This is an optimization exercise on Yosys and OpenROAD, whose aim is small area, a short achievable clock period and few clock cycles, not a production implementation.
Where RTL was checked, it was by simulation tests only, not by an equivalence proof against the original.
Power is estimated from default activity; no workload was simulated.

v6:
==> flow/design.v <==
module dust_crc_table (
    input  wire        clk,
    input  wire        rst,
    input  wire        bld_valid,
    input  wire [15:0] bld_poly,
    output wire        bld_ready,
    output wire        tbl_valid,
    output wire        built_n,      
    output reg  [15:0] poly,
    output reg  [7:1]  d
);
    reg built;
    reg empty;       
    always @(posedge clk) begin
        if (rst) begin
            built <= 1'b0;
            empty <= 1'b1;
        end else if (bld_valid) begin
            built <= 1'b1;
            empty <= 1'b0;
        end
    end
    always @(posedge clk) begin
        if (!built)
            poly <= bld_poly;
    end
    reg [7:0] dd;
    integer n, m;
    always @* begin
        dd = 8'd1;
        for (n = 1; n < 8; n = n + 1) begin
            dd[n] = 1'b0;
            for (m = 1; m <= n; m = m + 1)
                dd[n] = dd[n] ^ (poly[16-m] & dd[n-m]);
        end
    end
    always @(posedge clk)
        d <= dd[7:1];
    assign built_n   = built || bld_valid;
    assign bld_ready = empty;
    assign tbl_valid = built;
endmodule
module dust_crc_step (
    input  wire [15:0] poly,
    input  wire [7:1]  d,
    input  wire [15:0] crc,
    input  wire [7:0]  b,
    output reg  [15:0] crc_next
);
    reg [7:0] u, f;
    integer k, m;
    always @* begin
        for (k = 0; k < 8; k = k + 1)
            u[k] = crc[15-k] ^ b[7-k];
        for (k = 0; k < 8; k = k + 1) begin
            f[k] = u[k];
            for (m = 1; m <= k; m = m + 1)
                f[k] = f[k] ^ (d[m] & u[k-m]);
        end
        crc_next = {crc[7:0], 8'h00};
        for (k = 0; k < 8; k = k + 1)
            crc_next = crc_next ^ ({16{f[k]}} & (poly << (7 - k)));
    end
endmodule
module dust_tx (
    input  wire        clk,
    input  wire        rst,
    input  wire        enable,
    input  wire [15:0] poly,
    input  wire [7:1]  d,
    input  wire        hdr_valid,
    input  wire [1:0]  opcode,
    input  wire [1:0]  len_code,
    input  wire        ack,
    input  wire [10:0] pkt_num,
    output reg         hdr_ready,
    input  wire        in_valid,
    input  wire [7:0]  in_data,
    output reg         in_ready,
    output reg         out_valid,
    output reg  [7:0]  out_data,
    output reg         out_last,
    input  wire        out_ready
);
    localparam O_IDLE = 2'd0;
    localparam O_HDR  = 2'd1;
    localparam O_PAY  = 2'd2;
    localparam O_CRC  = 2'd3;
    reg        in_pay;       
    reg        hpend;        
    reg [15:0] hi16;         
    reg        sv;           
    reg        sl;           
    reg [1:0]  ost;
    reg [1:0]  hcnt;
    reg [15:0] crc;
    wire [15:0] crc_next;
    dust_crc_step u_step (.poly(poly), .d(d), .crc(crc), .b(out_data), .crc_next(crc_next));
    wire hacc  = hdr_valid && hdr_ready;
    wire pacc  = in_valid && in_ready;
    wire plast = (hi16[15:8] == 8'd0);
    wire ofree = !out_valid || out_ready;
    wire xfer  = out_valid && out_ready;
    wire st_idle = (ost == O_IDLE);
    wire st_hdr  = (ost == O_HDR);
    wire st_pay  = (ost == O_PAY);
    wire st_crc  = (ost == O_CRC);
    wire start   = st_idle && hpend && enable;
    wire hdr_end = st_hdr && (hcnt == 2'd3);
    wire       load      = start || st_hdr || st_crc || (st_pay && (sv || pacc));
    wire       pay_last  = sv ? sl : plast;
    wire [7:0] pay_data  = sv ? hi16[7:0] : in_data;
    wire [7:0] load_data = st_pay ? pay_data : st_crc ? crc_next[15:8] : hi16[15:8];
    wire hdr_free = !in_pay && !hpend && !sv;
    wire skid_in  = in_pay && !sv && st_pay;
    wire take = st_pay && ofree;
    wire sv_n     = (sv || pacc) && !take;
    wire in_pay_n = hacc || (in_pay && !(pacc && plast));
    wire hpend_n  = hacc || (hpend && !(start && ofree));
    always @(posedge clk) begin
        if (rst) begin
            in_pay    <= 1'b0;
            hpend     <= 1'b0;
            sv        <= 1'b0;
            hdr_ready <= 1'b1;
            in_ready  <= 1'b0;
            ost       <= O_IDLE;
            out_valid <= 1'b0;
            out_data  <= 8'h00;
            crc       <= 16'h0000;
        end else begin
            in_pay    <= in_pay_n;
            hpend     <= hpend_n;
            sv        <= sv_n;
            hdr_ready <= !in_pay_n && !hpend_n && !sv_n;
            in_ready  <= in_pay_n && !sv_n && (st_pay || (hdr_end && ofree));
            if (xfer)
                crc <= crc_next;
            if (ofree) begin
                out_valid <= load;
                out_data  <= load_data;
                if (start)
                    ost <= O_HDR;
                else if (hdr_end)
                    ost <= O_PAY;
                else if (st_pay && load && pay_last)
                    ost <= O_CRC;
                else if (st_crc && hcnt == 2'd1)
                    ost <= O_IDLE;
            end
        end
    end
    always @(posedge clk) begin
        if (hdr_free)
            hi16 <= {opcode, len_code, ack, pkt_num};
        else if (ofree && hdr_end)
            hi16[15:8] <= (8'd32 << hi16[5:4]) - 8'd1;
        else if (ofree && (start || st_hdr))
            hi16 <= {hi16[7:0], ~hi16[15:8]};
        else begin
            if (pacc)
                hi16[15:8] <= hi16[15:8] - 8'd1;
            if (skid_in)
                hi16[7:0] <= in_data;
        end
        if (skid_in)
            sl <= plast;
        if (ofree) begin
            out_last <= st_crc && (hcnt == 2'd1);
            if (start)
                hcnt <= 2'd1;
            else if (st_hdr || st_crc)
                hcnt <= hcnt + 2'd1;
        end
    end
endmodule
module dust_rx (
    input  wire        clk,
    input  wire        rst,
    input  wire        enable,
    input  wire [15:0] poly,
    input  wire [7:1]  d,
    input  wire        in_valid,
    input  wire [7:0]  in_data,
    output reg         in_ready,
    output reg         res_valid,
    output reg         res_hdr_ok,
    output reg         res_crc_ok,
    output wire [31:0] res_hdr,
    output wire [15:0] res_residue
);
    reg        rv;           
    reg [7:0]  rd;
    reg        pend;         
    reg        body;         
    reg        first;        
    reg [1:0]  hcnt;
    reg [31:0] hdr_word;     
    reg [15:0] crc;
    assign res_hdr     = hdr_word;
    assign res_residue = crc;
    wire [15:0] crc_base = first ? 16'h0000 : crc;
    wire [15:0] crc_next;
    dust_crc_step u_step (.poly(poly), .d(d), .crc(crc_base), .b(rd), .crc_next(crc_next));
    wire        half_ok  = (rd == ~hdr_word[15:8]);
    wire        hdr_good = res_hdr_ok && half_ok;
    wire [1:0]  hdr_len  = hdr_word[21:20];
    wire [8:0]  cnt      = hdr_word[8:0];
    wire hdr_end  = !body && (hcnt == 2'd3);
    wire body_end = body && (cnt == 9'd0);
    wire end_good = rv && body_end;
    wire end_bad  = rv && hdr_end && !hdr_good;
    wire take     = in_valid && in_ready;
    wire take_end = body && (rv ? (cnt == 9'd1) : (cnt == 9'd0));
    always @(posedge clk) begin
        if (rst) begin
            rv        <= 1'b0;
            in_ready  <= 1'b0;
            pend      <= 1'b0;
            body      <= 1'b0;
            first     <= 1'b1;
            hcnt      <= 2'd0;
            res_valid <= 1'b0;
            crc       <= 16'h0000;
        end else begin
            rv        <= take;
            in_ready  <= enable && !(take && take_end);
            pend      <= end_good;
            res_valid <= pend || end_bad;
            if (rv)
                crc <= crc_next;
            if (rv) begin
                first <= end_good || end_bad;
                if (!body) begin
                    hcnt <= hcnt + 2'd1;
                    if (hdr_end && hdr_good)
                        body <= 1'b1;
                end else if (body_end)
                    body <= 1'b0;
            end
        end
    end
    always @(posedge clk) begin
        rd <= in_data;
        if (rv) begin
            if (!body) begin
                hdr_word <= {hdr_word[23:0], rd};
                if (hcnt == 2'd2)
                    res_hdr_ok <= half_ok;
                if (hcnt == 2'd3)
                    res_hdr_ok <= hdr_good;
                if (hdr_end && hdr_good)
                    hdr_word[8:0] <= (9'd32 << hdr_len) + 9'd1;
            end else if (body_end)
                hdr_word[8:0] <= ~hdr_word[24:16];
            else
                hdr_word[8:0] <= cnt - 9'd1;
        end
        if (pend)
            res_crc_ok <= res_hdr_ok && (crc == 16'h0000);
        else if (end_bad)
            res_crc_ok <= 1'b0;
    end
endmodule
module dust_frame_engine (
    input  wire        clk,
    input  wire        rst,
    input  wire        bld_valid,
    input  wire [15:0] bld_poly,
    output wire        bld_ready,
    output wire        tbl_valid,
    input  wire        tx_hdr_valid,
    input  wire [1:0]  tx_opcode,
    input  wire [1:0]  tx_len_code,
    input  wire        tx_ack,
    input  wire [10:0] tx_pkt_num,
    output wire        tx_hdr_ready,
    input  wire        tx_in_valid,
    input  wire [7:0]  tx_in_data,
    output wire        tx_in_ready,
    output wire        tx_out_valid,
    output wire [7:0]  tx_out_data,
    output wire        tx_out_last,
    input  wire        tx_out_ready,
    input  wire        rx_in_valid,
    input  wire [7:0]  rx_in_data,
    output wire        rx_in_ready,
    output wire        rx_res_valid,
    output wire        rx_res_hdr_ok,
    output wire        rx_res_crc_ok,
    output wire [31:0] rx_res_hdr,
    output wire [15:0] rx_res_residue
);
    wire [15:0] poly;
    wire [7:1]  d;
    wire        built_n;
    dust_crc_table u_table (
        .clk(clk), .rst(rst),
        .bld_valid(bld_valid), .bld_poly(bld_poly),
        .bld_ready(bld_ready), .tbl_valid(tbl_valid), .built_n(built_n),
        .poly(poly), .d(d)
    );
    dust_tx u_tx (
        .clk(clk), .rst(rst), .enable(tbl_valid), .poly(poly), .d(d),
        .hdr_valid(tx_hdr_valid), .opcode(tx_opcode), .len_code(tx_len_code),
        .ack(tx_ack), .pkt_num(tx_pkt_num), .hdr_ready(tx_hdr_ready),
        .in_valid(tx_in_valid), .in_data(tx_in_data), .in_ready(tx_in_ready),
        .out_valid(tx_out_valid), .out_data(tx_out_data), .out_last(tx_out_last),
        .out_ready(tx_out_ready)
    );
    dust_rx u_rx (
        .clk(clk), .rst(rst), .enable(built_n), .poly(poly), .d(d),
        .in_valid(rx_in_valid), .in_data(rx_in_data), .in_ready(rx_in_ready),
        .res_valid(rx_res_valid), .res_hdr_ok(rx_res_hdr_ok), .res_crc_ok(rx_res_crc_ok),
        .res_hdr(rx_res_hdr), .res_residue(rx_res_residue)
    );
endmodule
Settings: LEC_CHECK=0, CAP_MARGIN=20, CELL_PAD_IN_SITES_DETAIL_PLACEMENT=1, CELL_PAD_IN_SITES_GLOBAL_PLACEMENT=2, CORE_MARGIN=2, CORE_UTILIZATION=50, CTS_BUF_LIST=sky130_fd_sc_hd__clkbuf_8, PLACE_DENSITY=0.65, SLEW_MARGIN=20, SYNTH_MEMORY_MAX_BITS=8192; clock period 10.0 ns.
standard.sh (not shown) runs the stock make flow with config.mk's settings and CLKGATE_MAP_FILE= SYNTH_SCRIPT=/design/flow/synth_recipe.tcl, a recipe that flattens the netlist after the stock synthesis.
==> flow/flow/run.sh <==
#!/bin/bash
# Layout flow: the standard flow with ports buffered by buf_1 and the
# timing repair aiming for 6.5 ns of setup slack.
bash standard.sh finish BUFFER_PORTS_ARGS="-buffer_cell sky130_fd_sc_hd__buf_1" SETUP_SLACK_MARGIN=6.5 > standard.log 2>&1
Input-level comparison between v7 and v6:
-- flow/design.v --
<<< v6, line 127
            ost       <= O_IDLE;
            out_valid <= 1'b0;
            out_data  <= 8'h00;
            crc       <= 16'h0000;
        end else begin
>>> v7, line 127
            ost       <= O_IDLE;
            out_valid <= 1'b0;
            crc       <= 16'h0000;
        end else begin
<<< v6, line 139
            if (ofree) begin
                out_valid <= load;
                out_data  <= load_data;
                if (start)
                    ost <= O_HDR;
>>> v7, line 138
            if (ofree) begin
                out_valid <= load;
                if (start)
                    ost <= O_HDR;
<<< v6, line 167
            sl <= plast;
        if (ofree) begin
            out_last <= st_crc && (hcnt == 2'd1);
            if (start)
>>> v7, line 165
            sl <= plast;
        if (ofree) begin
            out_data <= load_data;
            out_last <= st_crc && (hcnt == 2'd1);
            if (start)
<<< v6, line 222
            hcnt      <= 2'd0;
            res_valid <= 1'b0;
            crc       <= 16'h0000;
        end else begin
            rv        <= take;
>>> v7, line 221
            hcnt      <= 2'd0;
            res_valid <= 1'b0;
        end else begin
            rv        <= take;
<<< v6, line 228
            pend      <= end_good;
            res_valid <= pend || end_bad;
            if (rv)
                crc <= crc_next;
            if (rv) begin
                first <= end_good || end_bad;
>>> v7, line 226
            pend      <= end_good;
            res_valid <= pend || end_bad;
            if (rv) begin
                first <= end_good || end_bad;
<<< v6, line 244
        rd <= in_data;
        if (rv) begin
            if (!body) begin
                hdr_word <= {hdr_word[23:0], rd};
>>> v7, line 240
        rd <= in_data;
        if (rv) begin
            crc <= crc_next;
            if (!body) begin
                hdr_word <= {hdr_word[23:0], rd};
--- outcome ---
- For the non-clock buffer count, v7 came in 4.9% higher than v6 did.
- Flop-to-flop setup slack across v6 and v7: no real change.
- The signed area change from the synthesized netlist to the final layout of v7 is higher than that of v6.
- Compared with v6, in v7 via count decreased by 585 relative to the old numbers, routing usage on met3 went up, footprint of the flip-flops and latches now larger, count of flip-flops with a built-in enable after synthesis up 24.
- Per the comparison of v7 with v6, setup slack of the critical path after layout went down by 64 ps, met2 capacity usage during global routing stayed essentially flat.
Testbench counts of v7, summed over its fixed seeds: cycles 13,079.
For v6, only the layout was checked, not whether the RTL still works.

---

## north
dust_frame_engine, a different RTL version from the one above (not shown whole).
For scale: about 1200 cells after synthesis, ~160 flip-flops, about 120 I/O pins.
==> module dust_crc_table, before the edit <==
module dust_crc_table (
    input  wire        clk,
    input  wire        rst,
    input  wire        bld_valid,
    input  wire [15:0] bld_poly,
    output wire        bld_ready,
    output wire        tbl_valid,
    output reg  [15:0] poly,
    output reg  [7:1]  d
);
    reg built;
    reg empty;       
    always @(posedge clk) begin
        if (rst) begin
            built <= 1'b0;
            empty <= 1'b1;
        end else if (bld_valid) begin
            built <= 1'b1;
            empty <= 1'b0;
        end
    end
    always @(posedge clk) begin
        if (!built)
            poly <= bld_poly;
    end
    reg [7:0] dd;
    integer n, m;
    always @* begin
        dd = 8'd1;
        for (n = 1; n < 8; n = n + 1) begin
            dd[n] = 1'b0;
            for (m = 1; m <= n; m = m + 1)
                dd[n] = dd[n] ^ (poly[16-m] & dd[n-m]);
        end
    end
    always @(posedge clk)
        d <= dd[7:1];
    assign bld_ready = empty;
    assign tbl_valid = built;
endmodule
==> module dust_tx, before the edit <==
module dust_tx (
    input  wire        clk,
    input  wire        rst,
    input  wire        enable,
    input  wire [15:0] poly,
    input  wire [7:1]  d,
    input  wire        hdr_valid,
    input  wire [1:0]  opcode,
    input  wire [1:0]  len_code,
    input  wire        ack,
    input  wire [10:0] pkt_num,
    output reg         hdr_ready,
    input  wire        in_valid,
    input  wire [7:0]  in_data,
    output reg         in_ready,
    output reg         out_valid,
    output reg  [7:0]  out_data,
    output reg         out_last,
    input  wire        out_ready
);
    localparam O_IDLE = 2'd0;
    localparam O_HDR  = 2'd1;
    localparam O_PAY  = 2'd2;
    localparam O_CRC  = 2'd3;
    reg        in_pay;       
    reg [7:0]  icnt;         
    reg        hpend;        
    reg [15:0] hi16;         
    reg        sv;           
    reg        sl;           
    reg [1:0]  ost;
    reg [1:0]  hcnt;
    reg [15:0] crc;
    wire [15:0] crc_next;
    dust_crc_step u_step (.poly(poly), .d(d), .crc(crc), .b(out_data), .crc_next(crc_next));
    wire hacc  = hdr_valid && hdr_ready;
    wire pacc  = in_valid && in_ready;
    wire plast = (icnt == 8'd0);
    wire ofree = !out_valid || out_ready;
    wire xfer  = out_valid && out_ready;
    wire st_idle = (ost == O_IDLE);
    wire st_hdr  = (ost == O_HDR);
    wire st_pay  = (ost == O_PAY);
    wire st_crc  = (ost == O_CRC);
    wire start   = st_idle && hpend && enable;
    wire hdr_end = st_hdr && (hcnt == 2'd3);
    wire       load      = start || st_hdr || st_crc || (st_pay && (sv || pacc));
    wire       pay_last  = sv ? sl : plast;
    wire [7:0] pay_data  = sv ? hi16[7:0] : in_data;
    wire [7:0] load_data = st_pay ? pay_data : st_crc ? crc_next[15:8] : hi16[15:8];
    wire take = st_pay && ofree;
    wire sv_n     = (sv || pacc) && !take;
    wire in_pay_n = hacc || (in_pay && !(pacc && plast));
    wire hpend_n  = hacc || (hpend && !(start && ofree));
    always @(posedge clk) begin
        if (rst) begin
            in_pay    <= 1'b0;
            hpend     <= 1'b0;
            sv        <= 1'b0;
            hdr_ready <= 1'b0;
            in_ready  <= 1'b0;
            ost       <= O_IDLE;
            out_valid <= 1'b0;
            crc       <= 16'h0000;
        end else begin
            in_pay    <= in_pay_n;
            hpend     <= hpend_n;
            sv        <= sv_n;
            hdr_ready <= !in_pay_n && !hpend_n && !sv_n;
            in_ready  <= in_pay_n && !sv_n && (st_pay || (hdr_end && ofree));
            if (xfer)
                crc <= crc_next;
            if (ofree) begin
                out_valid <= load;
                if (start)
                    ost <= O_HDR;
                else if (hdr_end)
                    ost <= O_PAY;
                else if (st_pay && load && pay_last)
                    ost <= O_CRC;
                else if (st_crc && hcnt == 2'd1)
                    ost <= O_IDLE;
            end
        end
    end
    always @(posedge clk) begin
        if (hdr_ready)
            hi16 <= {opcode, len_code, ack, pkt_num};
        else if (ofree && (start || st_hdr))
            hi16 <= {hi16[7:0], ~hi16[15:8]};
        else if (in_ready)
            hi16[7:0] <= in_data;
        if (hdr_ready)
            icnt <= (8'd32 << len_code) - 8'd1;
        else if (pacc)
            icnt <= icnt - 8'd1;
        if (in_ready)
            sl <= plast;
        if (ofree) begin
            out_data <= load_data;
            out_last <= st_crc && (hcnt == 2'd1);
            if (start)
                hcnt <= 2'd1;
            else if (st_hdr || st_crc)
                hcnt <= hcnt + 2'd1;
        end
    end
endmodule
export LEC_CHECK = 0
export CAP_MARGIN = 20
export CELL_PAD_IN_SITES_DETAIL_PLACEMENT = 1
export CELL_PAD_IN_SITES_GLOBAL_PLACEMENT = 2
export CORE_MARGIN = 2
export CORE_UTILIZATION = 30
export PLACE_DENSITY = 0.45
export SLEW_MARGIN = 20
export SYNTH_MEMORY_MAX_BITS = 8192
create_clock -name core_clock -period 10.0 [get_ports {clk}]
==> flow/flow/run.sh <==
#!/bin/bash
# Layout flow: the standard flow with ports buffered by buf_2 and the
# timing repair aiming for 6.5 ns of setup slack.
bash standard.sh finish BUFFER_PORTS_ARGS="-buffer_cell sky130_fd_sc_hd__buf_2" SETUP_SLACK_MARGIN=6.5 > standard.log 2>&1
The inputs of south differ from those of north as listed below.
diff --git a/flow/design.v b/flow/design.v
--- a/flow/design.v
+++ b/flow/design.v
@@ -9,15 +9,11 @@
     output reg  [7:1]  d
 );
     reg built;
-    reg empty;       
-    always @(posedge clk) begin
-        if (rst) begin
+    always @(posedge clk) begin
+        if (rst)
             built <= 1'b0;
-            empty <= 1'b1;
-        end else if (bld_valid) begin
+        else if (bld_valid)
             built <= 1'b1;
-            empty <= 1'b0;
-        end
     end
     always @(posedge clk) begin
         if (!built)
@@ -35,7 +31,7 @@
     end
     always @(posedge clk)
         d <= dd[7:1];
-    assign bld_ready = empty;
+    assign bld_ready = !built;
     assign tbl_valid = built;
 endmodule
 module dust_crc_step (
@@ -89,6 +85,7 @@
     reg        hpend;        
     reg [15:0] hi16;         
     reg        sv;           
+    reg [7:0]  sd;           
     reg        sl;           
     reg [1:0]  ost;
     reg [1:0]  hcnt;
@@ -105,10 +102,9 @@
     wire st_pay  = (ost == O_PAY);
     wire st_crc  = (ost == O_CRC);
     wire start   = st_idle && hpend && enable;
-    wire hdr_end = st_hdr && (hcnt == 2'd3);
     wire       load      = start || st_hdr || st_crc || (st_pay && (sv || pacc));
     wire       pay_last  = sv ? sl : plast;
-    wire [7:0] pay_data  = sv ? hi16[7:0] : in_data;
+    wire [7:0] pay_data  = sv ? sd : in_data;
     wire [7:0] load_data = st_pay ? pay_data : st_crc ? crc_next[15:8] : hi16[15:8];
     wire take = st_pay && ofree;
     wire sv_n     = (sv || pacc) && !take;
@@ -128,15 +124,15 @@
             in_pay    <= in_pay_n;
             hpend     <= hpend_n;
             sv        <= sv_n;
-            hdr_ready <= !in_pay_n && !hpend_n && !sv_n;
-            in_ready  <= in_pay_n && !sv_n && (st_pay || (hdr_end && ofree));
+            hdr_ready <= !in_pay_n && !hpend_n;
+            in_ready  <= in_pay_n && !sv_n;
             if (xfer)
                 crc <= crc_next;
             if (ofree) begin
                 out_valid <= load;
                 if (start)
                     ost <= O_HDR;
-                else if (hdr_end)
+                else if (st_hdr && hcnt == 2'd3)
                     ost <= O_PAY;
                 else if (st_pay && load && pay_last)
                     ost <= O_CRC;
@@ -146,18 +142,18 @@
         end
     end
     always @(posedge clk) begin
-        if (hdr_ready)
+        if (hacc)
             hi16 <= {opcode, len_code, ack, pkt_num};
         else if (ofree && (start || st_hdr))
             hi16 <= {hi16[7:0], ~hi16[15:8]};
-        else if (in_ready)
-            hi16[7:0] <= in_data;
-        if (hdr_ready)
+        if (hacc)
             icnt <= (8'd32 << len_code) - 8'd1;
         else if (pacc)
             icnt <= icnt - 8'd1;
-        if (in_ready)
+        if (pacc) begin
+            sd <= in_data;
             sl <= plast;
+        end
         if (ofree) begin
             out_data <= load_data;
             out_last <= st_crc && (hcnt == 2'd1);
[summary]
As far as starting density of the core is concerned, north and south perform about the same.
Relative to north, the iteration count of the initial detailed-routing pass of south is lower by 2.
Sequential share of layout area up 0.73 points in south wrt north
The run with more routed wire is south, not north.
Diff north -> south: area added between synthesis and finish higher, share of total power in combinational logic lower, cell area higher, core utilization roughly the same.
south: done, clean on timing, DRC and antenna
Critical path depth | south below north
south vs. north: number of nets produced by synthesis stayed essentially flat, average footprint of a synthesized cell +0.19 sq um.
Testbench counts of south, summed over its fixed seeds: cycles 13,087.
The RTL of north was laid out without a check of its function.

## port drivers added, routing unchanged
How much do the figures lean on ideal ports? The routed layouts below were timed once more, with nothing changed but the port constraints.
Step 1, drivers: a clkbuf_16 drives clk and a buf_2 each remaining input, both assumed.
Step 2 moves the port delays by t, midway between the first and last clock arrival at a register: inputs arrive t later, outputs are due t later. That takes back most of the time a late clock gives input paths.
Three values: no drivers, after step 1, after step 2; two values: the first two.
| run | shift t [ns] | slack for setup (ns) | worst setup path after step 2 | pins driven straight from the clock port |
|---|---|---|---|---|
| v6 | 0.505 | 6.652 / 6.652 / 6.222 | input to register | 1 |
| v7 | 0.504 | 6.588 / 6.543 / 6.227 | input to register | 1 |
| north | 0.496 | 6.567 / 6.567 / 6.236 | input to register | 1 |
| south | 0.496 | 6.610 / 6.556 / 6.328 | input to register | 1 |
After both steps every run listed still meets setup and hold. The setup slack of v6, which loses most, moves by 0.000 ns with the drivers and by -0.430 ns with both steps.
